Source: an optimization exercise on an open RTL-to-GDS flow (aim: small area, a short achievable clock period and few clock cycles per item). Production flows keep margins and buffers that such runs may drop. The RTL was checked by simulation tests, not by an equivalence proof against the original design.

==> flow/design.v (outline; a module is shown in full before it is edited, if it fits) <==
// module sine_lut: 261 lines
// module tone_core: 2425 lines
// module fa_x: 10 lines
// module ha_x: 9 lines
module tone_core (
    input  wire        clk,
    input  wire        rst,
    input  wire        in_valid,
    output wire        in_ready,
    input  wire [1:0]  op,           
    input  wire [15:0] sample,
    input  wire [31:0] now,
    output reg         out_valid,
    output reg         emit_valid,
    output wire [11:0] emit12,
    output wire [7:0]  emitq,
    output reg         cand_valid,
    output reg  [10:0] cand,
    output reg         retuned,
    output wire [10:0] freq_o,
    output wire [11:0] wave12_o
);
  // ...
==> flow/flow/run.sh <==
#!/bin/bash
# The standard layout with two changes: plain buf_1 cells as the port buffers
# that the standard flow inserts at every input and output, and clock tree
# synthesis with larger sink clusters and without dummy loads.
set -euo pipefail
bash standard.sh finish \
  "BUFFER_PORTS_ARGS=-buffer_cell sky130_fd_sc_hd__buf_1" \
  "CTS_ARGS=-sink_clustering_enable -sink_clustering_size 30 -sink_clustering_max_diameter 100 -repair_clock_nets -dont_use_dummy_load" \
  > orfs_make.log 2>&1
==> flow/standard.sh <==
#!/bin/bash
# synth_recipe.tcl (not shown) runs the flow's synth.tcl, then flattens the netlist and writes it again
# the make line also repeats each setting of config.mk as NAME=value (left out here)
make -C /OpenROAD-flow-scripts/flow DESIGN_CONFIG=/design/flow/config.mk WORK_HOME=/design/flow/orfs CLKGATE_MAP_FILE= SYNTH_SCRIPT=/design/flow/synth_recipe.tcl "${@:-finish}"
==> flow/config.mk <==
export PLATFORM = sky130hd
export DESIGN_NAME = tone_core
export DESIGN_NICKNAME = tone_core
export VERILOG_FILES = /design/flow/design.v
export SDC_FILE = /design/flow/constraint.sdc
export NUM_CORES = 4
export LEC_CHECK = 0
export CAP_MARGIN = 20
export CORE_MARGIN = 2
export CORE_UTILIZATION = 55
export SLEW_MARGIN = 20
export SYNTH_HIERARCHICAL = 1
export SYNTH_MEMORY_MAX_BITS = 16384
==> flow/constraint.sdc <==
create_clock -name core_clock -period 45.0 [get_ports {clk}]
set_input_delay 9.0000 -clock core_clock [delete_from_list [all_inputs] [get_ports {clk}]]
set_output_delay 9.0000 -clock core_clock [all_outputs]
set_load 0.01 [all_outputs]
==> results.cfg, run 1 <==
[synth]
synth_warnings = 8
synth_largest_area_cell = ha_1
yosys_most_used_dff = dfxtp_1
syn_inst = 2813
ys_top_cells_by_count = ha_1, nor2_1, dfxtp_1, inv_1, fa_1
synth_cell_types = 81
ys_seq_elements = 328
synthMuxAreaShare_pct = 4.51
synth.area.top_cells = ha_1, dfxtp_1, edfxtp_1

[place]
dp_cells = 3493
port_buffers = 111

[final_layout]
sh_seq_area_pct = 26.5
non_clock_buffer_count = 141
buffer_area_share_pct = 2.23
largestRegisters = last_ts: 32 flops, n0: 32 flops, upd_ts: 32 flops
clockNetworkAreaShare_pct = 1.65
final_common_cell = ha_1
multi_input_area_share_pct = 64.3
drive_gt1_share_pct = 4.32

[sta]
whs_ns = 0.305

[clock_network]
clock_tree.buffer_depth = 3
cts_root_buf = clkbuf_16

[critical_path]
r2r_end = k2$_DFF_P_

[worst_hold_path]
hold_class = reg2reg
hp-start = cand2[8]$_DFF_P_

[outcome]
status = no timing/DRC/antenna violations

[grt]
grt_busiest_layer = met2

[floorplan]
num_rows = 81
Testbench counts, summed over its fixed seeds: cycles 24,336, items 24,000.
==> run 2, diff against run 1 <==
--- a/flow/design.v
+++ b/flow/design.v
@@ -1216,37 +1216,34 @@
     wire        top = |dt[30:20];
     wire        mid = |dt[19:10];
     reg  [1:0]  nxt;
     reg  [20:0] dt1;          
     reg         top1;         
     reg  [10:0] fb1;          
     reg  [10:0] fbm;
     reg  [10:0] chm;
-    reg         u_ph, v_acc, psh, wph, wacc, last;
+    reg         v_acc, psh, wph, wacc;
     reg  [1:0]  nxt_n;
     always @(*) begin
-        u_ph = 1'b0; v_acc = 1'b0; psh = 1'b0;
-        wph = 1'b0; wacc = 1'b0; last = 1'b1; nxt_n = 2'd0;
+        v_acc = 1'b0; psh = 1'b0;
+        wph = 1'b0; wacc = 1'b0; nxt_n = 2'd0;
         if (rdy) begin
             fbm = freq;
             chm = {1'b0, dt[9:0]};
-            u_ph = adv;
             wph = adv;
-            if (adv & (top | mid)) begin
-                last = 1'b0; nxt_n = top ? 2'd2 : 2'd1;
-            end
+            if (adv & (top | mid)) nxt_n = top ? 2'd2 : 2'd1;
         end else if (nxt[1]) begin
             fbm = fb1;
             chm = dt1[20:10];
-            psh = 1'b1; wacc = 1'b1; last = 1'b0; nxt_n = 2'd1;
+            psh = 1'b1; wacc = 1'b1; nxt_n = 2'd1;
         end else begin
             fbm = fb1;
             chm = {1'b0, dt1[9:0]};
-            u_ph = 1'b1; v_acc = top1; psh = 1'b1; wph = 1'b1;
+            v_acc = top1; psh = 1'b1; wph = 1'b1;
         end
     end
     wire pm_t1, pm_t2;
     ha_x u_pm_t1 (.a((fbm[0] & chm[9])), .b((fbm[1] & chm[8])), .s(pm_t1), .co(pm_t2));
     wire pm_t3, pm_t4;
     fa_x u_pm_t3 (.a((fbm[0] & chm[10])), .b((fbm[1] & chm[9])), .c((fbm[2] & chm[8])), .s(pm_t3), .co(pm_t4));
     wire pm_t5, pm_t6;
     ha_x u_pm_t5 (.a((fbm[3] & chm[7])), .b((fbm[4] & chm[6])), .s(pm_t5), .co(pm_t6));
@@ -1539,17 +1536,17 @@
     wire pm_hi_s16 = 1'b0 ^ pm_hi_G15;
     wire [16:0] pm_hi = {pm_hi_s16, pm_hi_s15, pm_hi_s14, pm_hi_s13, pm_hi_s12, pm_hi_s11, pm_hi_s10, pm_hi_s9, pm_hi_s8, pm_hi_s7, pm_hi_s6, pm_hi_s5, pm_hi_s4, pm_hi_s3, pm_hi_s2, pm_hi_s1, 1'b0};
     wire [21:0] pm = {pm_hi[16], pm_hi[15], pm_hi[14], pm_hi[13], pm_hi[12], pm_hi[11], pm_hi[10], pm_hi[9], pm_hi[8], pm_hi[7], pm_hi[6], pm_hi[5], pm_hi[4], pm_hi[3], pm_hi[2], pm_hi[1], pm_lo[5], pm_lo[4], pm_lo[3], pm_lo[2], pm_lo[1], pm_lo[0]};
     reg        rst_r;
     always @(posedge clk) rst_r <= rst;
     reg        v1, ev1, cv1, ret1;
     reg [10:0] cand1;
     reg [21:0] p1;
-    reg        u_ph1, v_acc1, psh1, wph1, wacc1, last1;
+    reg        v_acc1, psh1, wph1, wacc1;
     always @(posedge clk) begin
         if (rst_r) begin
             last_ts <= 32'd0;
             freq    <= 11'd0;
             upd_ts  <= 32'd0;
         end else begin
             if (adv) last_ts <= n0;
             if (ret) begin
@@ -1575,25 +1572,24 @@
             cv1   <= op0[0];
             ret1  <= ret;
             cand1 <= map_cand;
             dt1   <= dt[30:10];
             top1  <= top;
             fb1   <= freq;
         end
         p1     <= pm;
-        u_ph1  <= u_ph;
         v_acc1 <= v_acc;
         psh1   <= psh;
         wacc1  <= wacc;
-        last1  <= last;
     end
     reg  [22:0] acc;
     reg  [22:0] phase;
-    wire [22:0] uu  = u_ph1 ? phase : 23'd0;
+    wire        last1 = rdy;
+    wire [22:0] uu  = wph1 ? phase : 23'd0;
     wire [22:0] vv  = v_acc1 ? acc : 23'd0;
     wire [31:0] pmx = psh1 ? {p1, 10'd0} : {10'd0, p1};
     wire xs_t1, xs_t2;
     ha_x u_xs_t1 (.a(uu[10]), .b(vv[0]), .s(xs_t1), .co(xs_t2));
     wire xs_t3, xs_t4;
     fa_x u_xs_t3 (.a(uu[11]), .b(vv[1]), .c(pmx[11]), .s(xs_t3), .co(xs_t4));
     wire xs_t5, xs_t6;
     fa_x u_xs_t5 (.a(uu[12]), .b(vv[2]), .c(pmx[12]), .s(xs_t5), .co(xs_t6));
==> flow/flow/run.sh (replaced) <==
#!/bin/bash
# The standard layout with two changes: plain buf_1 cells as the port buffers
# that the standard flow inserts at every input and output, and clock tree
# synthesis with larger sink clusters and without dummy loads.
set -euo pipefail
bash standard.sh finish \
  "BUFFER_PORTS_ARGS=-buffer_cell sky130_fd_sc_hd__buf_1" \
  "CTS_ARGS=-sink_clustering_enable -sink_clustering_size 25 -sink_clustering_max_diameter 100 -repair_clock_nets -dont_use_dummy_load" \
  > orfs_make.log 2>&1
==> run 2 against run 1 <==
  * Final cell count is 0.11% lower
  * Synthesized area is 0.32% lower
  * Clock-buffer cell count is 1 lower
  * Clock skew is 0.018 ns higher
  * Synthesized cell count is 0.14% higher
  * Critical path depth stayed put
  * Critical endpoint is now freq_o[0]
  * Largest cell class unchanged
==> results.cfg, run 2 <==
[outcome]
status = no timing/DRC/antenna violations

[sta]
period_minus_slack_ns = 10.06
slew_headroom_pct = 25.2
hold_viol = 0
worst_pin_slew_ns = 1.12
rsz0062_at_grt = no
finalCritPeriodShare_pct = 22.4
fmax_ghz = 0.0994
tns_ns = 0
setup_viol = 0
drv_slew = 0
finalClockSkew_ns = 0.0760

[critical_path]
worst-setup-path-type = reg2out
crit_arrival_ns = 1.06
cpPeakStageDelay_ns = 0.35
startpoint_type = flip-flop
reg2regPathDepth = 41
cp_max_fo = 2
r2r_end = k1$_DFF_P_
endpoint_kind = primary output
cp-startpoint = freq_r[0]$_SDFFE_PP0P_
r2r_slack_ns = 35.89
crit_buf_inv = 1
crit_end = freq_o[0]
critPathRequiredTime_ns = 36.00
reg2reg_from = phase[20]$_SDFFE_PP0P_
cp_top_family = flip-flops
crit_slowest_cell = dfxtp_1
path_cells = buf_1
cp_num_cells = 1

[synth]
ys_seq_elements = 326
synth_cell_types = 84
syn_inst = 2817
synth_seq_area_share_pct = 27.7
synth_edf_count = 105
synth_warnings = 8
yosys_most_used_dff = dfxtp_1
synth_top_area_share_pct = 22.7
synth_largest_area_cell = ha_1
ys_top_cells_by_count = ha_1, nor2_1, dfxtp_1, inv_1, fa_1
syn-cell-area_sq_um = 27400
synth_area_per_cell_sq_um = 9.72
async_flop_share_pct = 0
synth.area.top_cells = ha_1, dfxtp_1, edfxtp_1
yosysMostFrequentCell = ha_1

[grt]
grt_pass1_vias = 19927
grt_usage_pct = 24.1
met2_usage_pct = 42.7
use_met3_pct = 2.40
grt_pass1_wl_um = 100000
grt-ovfl-total = 0
grt_busiest_layer = met2
grt_max_degree = 82
antenna_found_initial = 1
met1_usage_pct = 31.7

[clock_network]
cts_root_buf = clkbuf_16
clkSinkCount = 326
clk-insertion-delay-late_ns = 0.55
cts_made_buffers = 18
cts_resized = 0
cts_tree = yes
path_clk_slew_ns = 0.10
clock_tree.buffer_depth = 3
h-tree-depth = 1
cts_setup_buffers = 0
cts-hold-fix-buffers = 0

[place]
dp_hpwl_um = 47100
gp_congestion = 0.923
port_buffers = 111

[floorplan]
die-height_um = 227
dieArea_sq_um = 51600
core_sq_um = 49100
die_x_um = 227
start_util_pct = 55.8
io_pins = 112
num_rows = 81

[final_layout]
drive_gt1_share_pct = 3.45
diodes = 0
fin_nets = 3551
largestRegisters = last_ts: 32 flops, n0: 32 flops, upd_ts: 32 flops
most-common-layout-cells = ha_1, nor2_1, dfxtp_1
area_growth_syn_to_layout_pct = 4.84
final_common_cell = ha_1

[route]
wl_per_cell_um = 17.4
drt_iter0_markers = 1143
first_pass_iters = 8
vias = 19608
wl_um = 60900
drc = 0
ant_nets = 0
via_per_inst = 5.59

[worst_hold_path]
hold_class = reg2reg

[run]
drv_cap = 0
run 2: changes by cell type in the layout (fill, tap and decap cells not counted), sizes merged, moves of 8 or more:
cell / delta
a211oi: +8
a21oi: +10
nor2: +9
nor3: -14
o21a: -16
o21ai: +8
or2: -8
run 2: worst min path at each step:
stage | from | endpoint | slack, ns | cells past startpoint
finish | cand2[1]$_DFF_P_ | cand3[1]$_DFF_P_ | 0.32 | 0
global route | cand2[2]$_DFF_P_ | cand3[2]$_DFF_P_ | 0.34 | 0
CTS | cand2[1]$_DFF_P_ | cand3[1]$_DFF_P_ | 0.32 | 0
detailed placement | cand2[10]$_DFF_P_ | cand3[10]$_DFF_P_ | 0.31 | 0
global placement | cand2[8]$_DFF_P_ | cand3[8]$_DFF_P_ | 0.31 | 0
floorplan | cand2[0]$_DFF_P_ | cand3[0]$_DFF_P_ | 0.31 | 0
run 2: per-layer routing:
layer | routed length, um | vias to the layer above | part of all wire [%]
li1 | - | 9754 | -
met1 | 27700 | 9399 | 45
met2 | 29700 | 368 | 49
met3 | 2220 | 87 | 3.6
met4 | 1360 | 0 | 2.2
met5 | 0 | - | 0
run 2: layout make-up:
class / count / area, sq um
clock buffer: 18 / 450
multi-input combinational: 2160 / 18400
inverter: 197 / 739
sequential: 326 / 7590
fill: 4480 / 20400
timing repair buffer: 143 / 657
tap: 664 / 831
run 2: worst reg2reg max path, delay by kind of cell, from the launching register on:
| family | cells | cell delay [ns] |
|---|---|---|
| AOI/OAI and AO/OA | 21 | 3.69 |
| adders and majority gates | 12 | 3.53 |
| and+or+nand+nor | 5 | 0.71 |
| DFF | 1 | 0.47 |
| xor gates and xnor gates | 2 | 0.44 |
| buffers and inverters | 1 | 0.13 |
run 2: kinds of logic (layout without fill, tap and decap cells):
logic type      count (synthesis)  in the layout  share of synthesized area (%)
fa+ha+maj                     652            652                           34.1
compound gates                484            484                           11.7
flops                         326            326                           27.7
xor+xnor                      118            118                           3.78
mux                           115            115                           4.32
buf+inv                       336            358                           5.35
simple gates                  785            785                           13.0
other cells                     1              6                         0.0137
run 2: through the flow:
| step | instance area (sq um) | setup WS [ns] | utilization, % | hold WS [ns] | cells |
|---|---|---|---|---|---|
| 6_report | 28700 | 34.94 | 58.5 | 0.319 | 3508 |
| 5_1_grt | 28700 | 34.86 | 58.5 | 0.337 | 3508 |
| 4_1_cts | 28700 | 34.90 | 58.5 | 0.321 | 3508 |
| 3_5_place_dp | 28200 | 34.58 | 57.5 | 0.312 | 3490 |
| 3_3_place_gp | 28200 | 34.66 | 57.5 | 0.312 | 3490 |
| 2_1_floorplan | 27400 | 34.98 | - | 0.310 | 2822 |
run 2: per-module statistics from Yosys, one instance, submodules excluded:
module / cells / cell area [sq um] / times used / flops+latches
sine_lut: 400 / 2490 / 1 / 0
tone_core: 1901 / 17300 / 1 / 326
ha_x: 1 / 12.5 / 360 / 0
fa_x: 1 / 20.0 / 156 / 0
Testbench counts of run 2, summed over its fixed seeds: cycles 24,336, items 24,000.
==> run 3, diff against run 2 <==
--- a/flow/config.mk
+++ b/flow/config.mk
@@ -7,7 +7,8 @@
 export LEC_CHECK = 0
 export CAP_MARGIN = 20
 export CORE_MARGIN = 2
-export CORE_UTILIZATION = 55
+export CORE_UTILIZATION = 65
+export PLACE_DENSITY = 0.72
 export SLEW_MARGIN = 20
 export SYNTH_HIERARCHICAL = 1
 export SYNTH_MEMORY_MAX_BITS = 16384
==> run 3 against run 2 <==
  * Still clean on timing, DRC and antenna
  * Sequential share of layout area is 0.21 points higher
  * Worst hold slack worse by 0.0047 ns
  * Global-route usage is 3.4 points higher
  * Maximum frequency hardly changed
  * Largest cell class unchanged
==> results.cfg, run 3 <==
[outcome]
status = no timing/DRC/antenna violations

[floorplan]
dieArea_sq_um = 43800
start_util_pct = 65.6
core_sq_um = 41800
die-height_um = 209
io_pins = 112
die_x_um = 209
num_rows = 75

[final_layout]
design_area_sq_um = 28500
fillCellCount = 3280
most-common-layout-cells = ha_1, nor2_1, dfxtp_1
fin_util_pct = 68.2
regArea_sq_um = 7590
multiInputGateArea_sq_um = 18400
fin_nets = 3546
final_common_cell = ha_1
fin_cells = 3378
area_growth_syn_to_layout_pct = 4.01
drive_gt1_share_pct = 3.28
largestRegisters = last_ts: 32 flops, n0: 32 flops, upd_ts: 32 flops
diodes = 0

[critical_path]
endpoint_kind = primary output
reg2regPathDepth = 41
worst-setup-path-type = reg2out
crit_slowest_cell = dfxtp_1
r2r_slack_ns = 35.83
crit_arrival_ns = 1.06
path_cells = buf_1
cp_num_cells = 1
r2r_end = k1$_DFF_P_
cpPeakStageDelay_ns = 0.37
crit_buf_inv = 1
reg2reg_from = phase[20]$_SDFFE_PP0P_
cp_top_family = flip-flops
critPathRequiredTime_ns = 36.00
cp_max_fo = 3
startpoint_type = flip-flop

[sta]
worst_pin_slew_ns = 1.15
finalClockSkew_ns = 0.0412
period_minus_slack_ns = 10.06
rsz0062_at_grt = no
setup_viol = 0
finalCritPeriodShare_pct = 22.4
slew_headroom_pct = 23.6
tns_ns = 0
hold_viol = 0
drv_slew = 0
fmax_ghz = 0.0994

[synth]
synth_seq_area_share_pct = 27.7
yosysMostFrequentCell = ha_1
synth_top_area_share_pct = 22.7
yosys_most_used_dff = dfxtp_1
ys_seq_elements = 326
ys_top_cells_by_count = ha_1, nor2_1, dfxtp_1, inv_1, fa_1
synth.area.top_cells = ha_1, dfxtp_1, edfxtp_1
synth_warnings = 8
syn-cell-area_sq_um = 27400
synth_cell_types = 84
synth_area_per_cell_sq_um = 9.72
synth_edf_count = 105
synth_largest_area_cell = ha_1
syn_inst = 2817
async_flop_share_pct = 0

[grt]
antenna_found_initial = 1
grt_pass1_vias = 20533
grt-ovfl-total = 0
grt_pass1_wl_um = 99100
grt_usage_pct = 27.5
grt_max_degree = 91

[route]
via_per_inst = 5.90
drc = 0
first_pass_iters = 5
wl_um = 59100
vias = 19923
drt_iter0_markers = 1117
ant_nets = 0
wl_per_cell_um = 17.5

[clock_network]
h-tree-depth = 1
cts_made_buffers = 17
cts_setup_buffers = 0
path_clk_slew_ns = 0.09
cts_root_buf = clkbuf_16
cts_tree = yes
cts_resized = 0
clkSinkCount = 326
cts-hold-fix-buffers = 0
clk-insertion-delay-late_ns = 0.54
clock_tree.buffer_depth = 3

[worst_hold_path]
hp-start = cand2[5]$_DFF_P_
hold_depth = 0
hold_class = reg2reg
hold-path-endpoint = cand3[5]$_DFF_P_

[place]
placed_area_sq_um = 28000
dp_hpwl_um = 45900
dp_cells = 3361
gp_congestion = 0.897
port_buffers = 111

[run]
drv_cap = 0
-- run 3: cell counts after synthesis --
Identical to the previous run, type by type.
-- run 3: per-module statistics from Yosys, one instance, submodules excluded --
module     flops+latches  cells  area (sq um)
tone_core            326   1901         17300
sine_lut               0    400          2490
fa_x                   0      1          20.0
ha_x                   0      1          12.5
-- run 3: cell type report --
cell class / count / area share, %
timing repair buffer: 139 / 2.19
sequential: 326 / 26.6
multi-input combinational: 2160 / 64.7
clock buffer: 17 / 1.49
inverter: 197 / 2.60
tap: 539 / 2.37
-- run 3: how the worst max path moves through the flow --
stage,slack (ns),startpoint,to
5_1_grt,34.90,wave_r[4]$_DFF_P_,emitq[0]
3_3_place_gp,34.68,sample[13],s0[2]$_DFFE_PP_
6_report,34.94,wave_r[10]$_DFF_P_,wave12_o[10]
3_5_place_dp,34.54,sample[13],s0[4]$_DFFE_PP_
2_1_floorplan,34.98,sample[13],s0[10]$_DFFE_PP_
4_1_cts,34.91,wave_r[9]$_DFF_P_,emit12[9]
-- run 3: logic make-up (layout without fill, tap and decap cells) --
logic type               after synthesis  after routing  synth area share, %
AO/OA/AOI/OAI                        484            484                 11.7
XOR/XNOR                             118            118                 3.78
adder cells (fa/ha/maj)              652            652                 34.1
buffers and inverters                336            353                 5.35
flip-flops                           326            326                 27.7
multiplexers                         115            115                 4.32
other                                  1              6               0.0137
AND/OR/NAND/NOR                      785            785                 13.0
-- run 3: per-layer routing --
layer	part of all wire [%]	vias to the layer above	track usage, %
li1	-	9765	-
met1	44	9596	35.2
met2	49	438	48.4
met3	3.9	124	3.19
met4	3.1	0	9.21
met5	0	-	0
-- run 3: per-stage QoR --
step	hold WS, ns	worst slack (ns)
after global routing	0.326	34.90
after CTS	0.317	34.91
after global placement	0.311	34.68
after detailed placement	0.312	34.54
final	0.314	34.94
after floorplan	0.310	34.98

==> afterwards: timing with drivers on the ports <==
Ports are ideal in the flow. The routed layouts listed here were re-timed in OpenROAD. Step 1 (the two cells are an assumption about what drives the block):
set clk [get_ports {clk}]
set_driving_cell -lib_cell sky130_fd_sc_hd__clkbuf_16 $clk
set_driving_cell -lib_cell sky130_fd_sc_hd__buf_2 [delete_from_list [all_inputs] $clk]
Step 2 also shifts input and output timing later by t, the mid clock arrival at the registers, as if the neighbouring blocks saw the same clock. Slacks: ideal ports / drivers / drivers and shift; pairs: ideal ports / drivers.
run | shift t [ns] | slack for setup (ns) | latest minus earliest clock arrival (ns)
run 1 | 0.586 | 34.933 / 34.874 / 35.067 | 0.095 / 0.095
run 2 | 0.574 | 34.935 / 34.876 / 34.949 | 0.080 / 0.080
run 3 | 0.576 | 34.939 / 34.883 / 34.622 | 0.043 / 0.043
After both steps setup and hold are still met in every run listed. The setup slack of run 3, which loses most, moves by -0.056 ns with the drivers and by -0.317 ns with both steps.
